Background: an optimization exercise with open tools, aiming at small area, a short achievable clock period and few clock cycles per item. Do not read the settings as production practice. For this run, only the layout was checked, not whether the RTL still works. Power is estimated from default activity; no workload was simulated.

<file path="run.sh">
#!/bin/bash
# synth_recipe.tcl (not shown) runs the flow's synth.tcl, then flattens the netlist and writes it again
# the make line also repeats each setting of config.mk as NAME=value (left out here)
make -C /OpenROAD-flow-scripts/flow DESIGN_CONFIG=/design/flow/config.mk WORK_HOME=/design/flow/orfs CLKGATE_MAP_FILE= SYNTH_SCRIPT=/design/flow/synth_recipe.tcl finish
</file>
<file path="config.mk">
export PLATFORM = sky130hd
export DESIGN_NAME = mdb_table
export DESIGN_NICKNAME = mdb_table
export VERILOG_FILES = /design/flow/design.v
export SDC_FILE = /design/flow/constraint.sdc
export NUM_CORES = 4
export LEC_CHECK = 0
export CAP_MARGIN = 20
export CORE_MARGIN = 2
export CORE_UTILIZATION = 40
export SLEW_MARGIN = 20
</file>
<file path="constraint.sdc">
create_clock -name core_clock -period 25.0 [get_ports {clk}]
set_input_delay 5.0000 -clock core_clock [delete_from_list [all_inputs] [get_ports {clk}]]
set_output_delay 5.0000 -clock core_clock [all_outputs]
set_load 0.01 [all_outputs]
</file>
<file path="design.v">
module mdb_table (
    input  wire         clk,
    input  wire         rst,             
    input  wire         cmd_valid,
    output wire         cmd_ready,
    input  wire [1:0]   cmd_op,          
    input  wire         cmd_cfg_valid,   
    input  wire [31:0]  arg_id,
    input  wire [31:0]  arg_pressure,
    input  wire [31:0]  arg_temp,
    input  wire [31:0]  arg_now,
    input  wire [127:0] cfg_ids,         
    output reg          done,
    output reg  [3:0]   result,
    output reg  [6:0]   tblres,          
    output reg  [47:0]  view,            
    input  wire [3:0]   rd_slot,
    output wire [31:0]  rd_id,
    output wire [31:0]  rd_pressure,
    output wire [31:0]  rd_temp,
    output wire [7:0]   rd_score,
    output wire [31:0]  rd_lastseen
);
    localparam [1:0] OP_ONFRAME = 2'd0, OP_DECAY = 2'd1, OP_VIEW = 2'd2, OP_APPLYCFG = 2'd3;
    localparam [3:0] R_OK = 4'd0, R_ZERO_ID = 4'd5;
    localparam [7:0] SCORE_MAX = 8'd250;
    localparam [7:0] SCORE_ADD = 8'd10;
    localparam [7:0] SCORE_DEC = 8'd10;
    localparam       N_SLOTS = 12;
    reg [31:0] s_id    [0:N_SLOTS-1];
    reg [31:0] s_press [0:N_SLOTS-1];
    reg [31:0] s_temp  [0:N_SLOTS-1];
    reg [7:0]  s_score [0:N_SLOTS-1];
    reg [31:0] s_seen  [0:N_SLOTS-1];
    assign cmd_ready = 1'b1;
    wire rd_ok = (rd_slot < N_SLOTS);
    assign rd_id       = rd_ok ? s_id[rd_slot]    : 32'd0;
    assign rd_pressure = rd_ok ? s_press[rd_slot] : 32'd0;
    assign rd_temp     = rd_ok ? s_temp[rd_slot]  : 32'd0;
    assign rd_score    = rd_ok ? s_score[rd_slot] : 8'd0;
    assign rd_lastseen = rd_ok ? s_seen[rd_slot]  : 32'd0;
    reg        cfg_hit, ext_hit;
    reg [3:0]  cfg_idx, ext_idx, victim;
    reg [7:0]  v_score;
    reg [31:0] v_seen;
    reg        v_live;
    integer i;
    always @(*) begin
        cfg_hit = 1'b0; cfg_idx = 4'd0;
        for (i = 3; i >= 0; i = i - 1)
            if (s_id[i] == arg_id) begin
                cfg_hit = 1'b1; cfg_idx = i;
            end
        ext_hit = 1'b0; ext_idx = 4'd0;
        for (i = N_SLOTS - 1; i >= 4; i = i - 1)
            if (s_id[i] == arg_id) begin
                ext_hit = 1'b1; ext_idx = i;
            end
        victim  = 4'd4;
        v_score = s_score[4];
        v_seen  = s_seen[4];
        v_live  = (s_id[4] != 32'd0);
        for (i = 5; i < N_SLOTS; i = i + 1) begin
            if ((s_score[i] < v_score) ||
                (s_score[i] == v_score && s_seen[i] < v_seen) ||
                (s_score[i] == v_score && s_seen[i] == v_seen &&
                 (s_id[i] == 32'd0) && v_live)) begin
                victim  = i;
                v_score = s_score[i];
                v_seen  = s_seen[i];
                v_live  = (s_id[i] != 32'd0);
            end
        end
    end
    reg [3:0]  rank [4:N_SLOTS-1];
    reg [47:0] view_next;
    integer a, b;
    always @(*) begin
        for (a = 4; a < N_SLOTS; a = a + 1) begin
            rank[a] = 4'd0;
            for (b = 4; b < N_SLOTS; b = b + 1)
                if (b != a && ((s_score[b] > s_score[a]) ||
                               (s_score[b] == s_score[a] && b < a)))
                    rank[a] = rank[a] + 4'd1;
        end
        view_next = 48'd0;
        for (a = 0; a < 4; a = a + 1)
            view_next[4 * a +: 4] = a;
        for (a = 4; a < N_SLOTS; a = a + 1)
            view_next[4 * (4 + rank[a]) +: 4] = a;
    end
    function automatic [7:0] sat_add(input [7:0] s);
        sat_add = (s > SCORE_MAX - SCORE_ADD) ? SCORE_MAX : s + SCORE_ADD;
    endfunction
    function automatic [7:0] sat_sub(input [7:0] s);
        sat_sub = (s > SCORE_DEC) ? s - SCORE_DEC : 8'd0;
    endfunction
    reg [3:0] upd;
    always @(posedge clk) begin
        if (rst) begin
            for (i = 0; i < N_SLOTS; i = i + 1) begin
                s_id[i] <= 32'd0; s_press[i] <= 32'd0; s_temp[i] <= 32'd0;
                s_score[i] <= 8'd0; s_seen[i] <= 32'd0;
            end
            done   <= 1'b0;
            result <= R_OK;
            tblres <= 7'd0;
            view   <= 48'd0;
        end else begin
            done <= 1'b0;
            if (cmd_valid) begin
                done   <= 1'b1;
                result <= R_OK;
                case (cmd_op)
                    OP_ONFRAME: begin
                        if (arg_id == 32'd0) begin
                            result <= R_ZERO_ID;
                            tblres <= 7'd0;
                        end else if (cfg_hit || ext_hit) begin
                            upd = cfg_hit ? cfg_idx : ext_idx;
                            s_press[upd] <= arg_pressure;
                            s_temp[upd]  <= arg_temp;
                            s_score[upd] <= sat_add(s_score[upd]);
                            s_seen[upd]  <= arg_now;
                            tblres <= {1'b0, cfg_hit ? 2'd1 : 2'd2, upd};
                        end else begin
                            s_id[victim]    <= arg_id;
                            s_press[victim] <= arg_pressure;
                            s_temp[victim]  <= arg_temp;
                            s_score[victim] <= SCORE_ADD;
                            s_seen[victim]  <= arg_now;
                            tblres <= {v_live, 2'd3, victim};
                        end
                    end
                    OP_DECAY: begin
                        for (i = 0; i < 4; i = i + 1)
                            s_score[i] <= sat_sub(s_score[i]);
                        for (i = 4; i < N_SLOTS; i = i + 1) begin
                            s_score[i] <= sat_sub(s_score[i]);
                            if (sat_sub(s_score[i]) == 8'd0) begin
                                s_id[i] <= 32'd0; s_press[i] <= 32'd0;
                                s_temp[i] <= 32'd0; s_seen[i] <= 32'd0;
                            end
                        end
                    end
                    OP_VIEW: begin
                        view <= view_next;
                    end
                    OP_APPLYCFG: begin
                        for (i = 0; i < 4; i = i + 1) begin
                            s_id[i]    <= cmd_cfg_valid ? cfg_ids[32 * i +: 32] : 32'd0;
                            s_press[i] <= 32'd0; s_temp[i] <= 32'd0;
                            s_score[i] <= 8'd0;  s_seen[i] <= 32'd0;
                        end
                    end
                endcase
            end
        end
    end
endmodule
</file>
==> run summary <==
-- final cells by class --
cell class / instances / area share, %
sequential: 1693 / 42.4
multi-input combinational: 6057 / 41.5
timing repair buffer: 729 / 6.30
clock buffer: 228 / 4.18
tap: 3366 / 3.55
clock inverter: 118 / 1.05
inverter: 295 / 0.935
antenna: 5 / 0.0106
-- state kept, by name (all words and copies together) (netlist names), 7 cells and up --
register	flops
s_seen	384
s_press	384
tblres	7
view	48
s_id	384
s_temp	384
s_score	100
-- logic make-up (layout without fill, tap and decap cells) --
| logic type | Yosys count | count (layout) | synth area share [%] |
|---|---|---|---|
| buffers and inverters | 891 | 1370 | 3.37 |
| muxes | 743 | 743 | 12.3 |
| adders and majority gates | 590 | 590 | 7.19 |
| DFF | 1693 | 1693 | 49.0 |
| AOI/OAI and AO/OA | 1119 | 1119 | 6.72 |
| other | 2 | 12 | 0.00732 |
| and+or+nand+nor | 3055 | 3055 | 16.8 |
| xor gates and xnor gates | 543 | 543 | 4.69 |
-- per-stage QoR --
step	setup slack (ps)	hold slack, ps	instance area (sq um)	instances
5_1_grt	89.9	475	118000	12500
3_3_place_gp	2090	443	112000	12100
4_1_cts	1680	455	118000	12500
6_report	1620	451	118000	12500
2_1_floorplan	352	476	103000	8641
3_5_place_dp	1790	447	112000	12100
-- cells in the mapped netlist, drive strengths merged, types with 5 or more instances --
cell     count
a31oi       23
clkbuf     448
mux2i      297
mux2        38
o22ai       75
or2         31
and4         8
a311oi       5
xor2       287
nand2b      68
nand4      202
xnor2      252
dfxtp       57
nor2b       62
o21bai       8
nand3b      10
nor3        80
a211oi      30
a21oi      235
nand2      474
a21o       136
and2      1367
nor2       271
inv        292
edfxtp    1636
o32ai       16
a21boi       8
nor3b       10
a22oi        9
nand3       54
o21a        42
o211ai      22
o21ai      423
a2111oi      5
and3       215
or3         16
ha         587
a41oi        5
a221oi       5
mux4       408
nor4       167
o31ai       20
buf        148
-- power by group --
group / internal (mW) / switching, mW
Clock: 1.57 / 1.24
Combinational: 1.36 / 2.34
Sequential: 3.27 / 0.128
Total: 6.20 / 3.70
-- worst min path at each step --
stage,start,slack (ps),endpoint,depth (start not counted)
6_report,view[10]$_SDFFE_PP0P_,450,view[10]$_SDFFE_PP0P_,2
5_1_grt,view[1]$_SDFFE_PP0P_,480,view[1]$_SDFFE_PP0P_,1
4_1_cts,view[10]$_SDFFE_PP0P_,450,view[10]$_SDFFE_PP0P_,2
3_5_place_dp,view[1]$_SDFFE_PP0P_,450,view[1]$_SDFFE_PP0P_,1
3_3_place_gp,view[10]$_SDFFE_PP0P_,440,view[10]$_SDFFE_PP0P_,2
2_1_floorplan,view[10]$_SDFFE_PP0P_,480,view[10]$_SDFFE_PP0P_,2
-- per-layer routing --
metal  vias up  share of wire (%)  track usage (%)
li1      32500                  -                -
met1     37600                 42             38.2
met2      3401                 47             45.7
met3       606                8.1             4.88
met4        42                3.3             8.64
met5         -              0.075                0
-- worst reg2reg max path, delay by kind of cell, from the launching register on --
kind | cells | cell delay [ps]
flip-flops | 1 | 740
AND/OR/NAND/NOR | 24 | 4720
buffers and inverters | 12 | 3200
AO/OA/AOI/OAI | 55 | 11950
multiplexers | 3 | 560
adder cells (fa/ha/maj) | 7 | 2040
==> flow_summary.yaml <==
clocking:
  cts-root-buf: "clkbuf_16"
  cts_tree: "built"
  clkSinkCount: 1693
  clkLatencyLatePin_ps: 890
  cts_buffers: 191
  clockBufferDepth: 3
  postCtsHoldBufs: 0
  clkTransAtPathRegs_ps: 60
  post_cts_resized: 0
  htree_levels: 4
  cts_setup_buffers: 0
synthesis:
  synthesis.area_sq_mm: 0.103
  synth_warnings: 2
  synth-seq-cells: 1693
  yosysTopAreaCell: "edfxtp_1"
  synth_top_area_share_pct: 47.9
  synth_ff_type: "edfxtp_1"
  syn_avg_cell_area_sq_um: 11.9
  synthCells: 8636
  synth.yosys.seq_area_share_pct: 49.0
  yosysUniqueCellTypes: 101
  synth_edf_count: 1636
  synthArstFlopShare_pct: 0
  synthTopCellsByArea: "edfxtp_1 48%, mux4_2 9.0%, and2_1 8.3%"
setup_path:
  start_kind: "flip-flop"
  critPathKind: "reg2reg"
  startpoint: "s_score[5][1]$_DFFE_PP_"
  crit_path_end_kind: "flip-flop"
  critPathArrivalTime_ps: 24060
  cp_max_fo: 73
  cpMostUsedCell: "a21o_1"
  path_buf_inv: 12
  crit_end: "s_seen[10][6]$_SDFFCE_PN0P_"
  reg2reg_from: "s_score[5][1]$_DFFE_PP_"
  crit_cells: 101
  critPathSlowestCell: "edfxtp_1"
  worst_r2r_path_depth: 101
  r2r_slack_ps: 1620
  critical_path.top_delay_family: "compound AO/OA/AOI/OAI gates"
  slowest_delay_ps: 740
  crit_required_ps: 25680
  r2r-end: "s_seen[10][6]$_SDFFCE_PN0P_"
timing:
  timing.fmax_mhz: 42.8
  final.period_utilization_pct: 93.5
  finalMaxSlewViolations: 0
  setup_viol: 0
  clock_skew_ps: 110
  hold_viol_final: 0
  min_period_ps: 23380
  slew_headroom_pct: 14.3
  rsz0062_at_grt: "false"
  fin_setup_tns_ps: 0
  worst_slew_pin_slew_ps: 1280
cells_and_area:
  final_nets: 9820
  multi_input_area_sq_mm: 0.0492
  layout_common_cells: "1,636 x edfxtp_1, 1,367 x and2_1, 587 x ha_1"
  area_growth_pct: 15.5
  n_fill_cell: 22900
  drive_gt1_share_pct: 12.0
  utilization_pct: 46.5
  layout_commonest_cell: "edfxtp_1"
  seq_area_sq_mm: 0.0503
drt:
  drtIter0Drc: 8009
  drt_pass1_iterations: 6
  vias: 74100
  wl_microns: 371000
  viasPerCell: 5.93
  drc_errors: 0
  wire_per_inst_microns: 29.7
  ant_nets: 0
die:
  io_pins: 463
  initial_core_util_pct: 40.3
  die_area_sq_mm: 0.261
  die_w_microns: 510
  rows: 185
  fp.dieH_microns: 510
  fp.coreArea_sq_mm: 0.255
global_route:
  grt_pass1_wl_microns: 533000
  grt_max_degree: 117
  antenna_found_initial: 34
  grt_usage_pct: 28.1
  grt_pass1_vias: 74000
  grt_overflow_total: 0
pwr:
  fin_total_pwr_mw: 9.90
  powerDensity_mw_per_mm2: 83.6
  ir_worst_vdd_mv: 0.0877
  leakagePower_nw: 45.8
min_path:
  hp-class: "reg2reg"
placed_design:
  gp_congestion: 0.980
  hpwl_microns: 256000
  port_buffers: 459
run:
  cap_violations: 0
outcome:
  outcome: "timing/DRC/antenna clean"

afterwards: timing with drivers on the ports:
The results above use ideal ports. As a check the final layout listed here was re-extracted and re-timed, cells and wires unchanged. Step 1 (the two cells are an assumption about what drives the block):
set clk [get_ports {clk}]
set_driving_cell -lib_cell sky130_fd_sc_hd__clkbuf_16 $clk
set_driving_cell -lib_cell sky130_fd_sc_hd__buf_2 [delete_from_list [all_inputs] $clk]
Step 2 times the ports against the registers' clock, not the clock port: input delays grow and output delays shrink by t, the midpoint of the rising clock arrivals with the driver on. Slacks: ideal ports / drivers / drivers and shift; pairs: ideal ports / drivers.
t (ns): 0.934
setup WS [ns]: 1.624 / 1.624 / 1.624
worst setup path at the end: register to register
latest minus earliest clock arrival (ns): 0.119 / 0.119
After both steps setup and hold are still met in this run. The setup slack of this run moves by 0.000 ns with the drivers and by 0.000 ns with both steps.
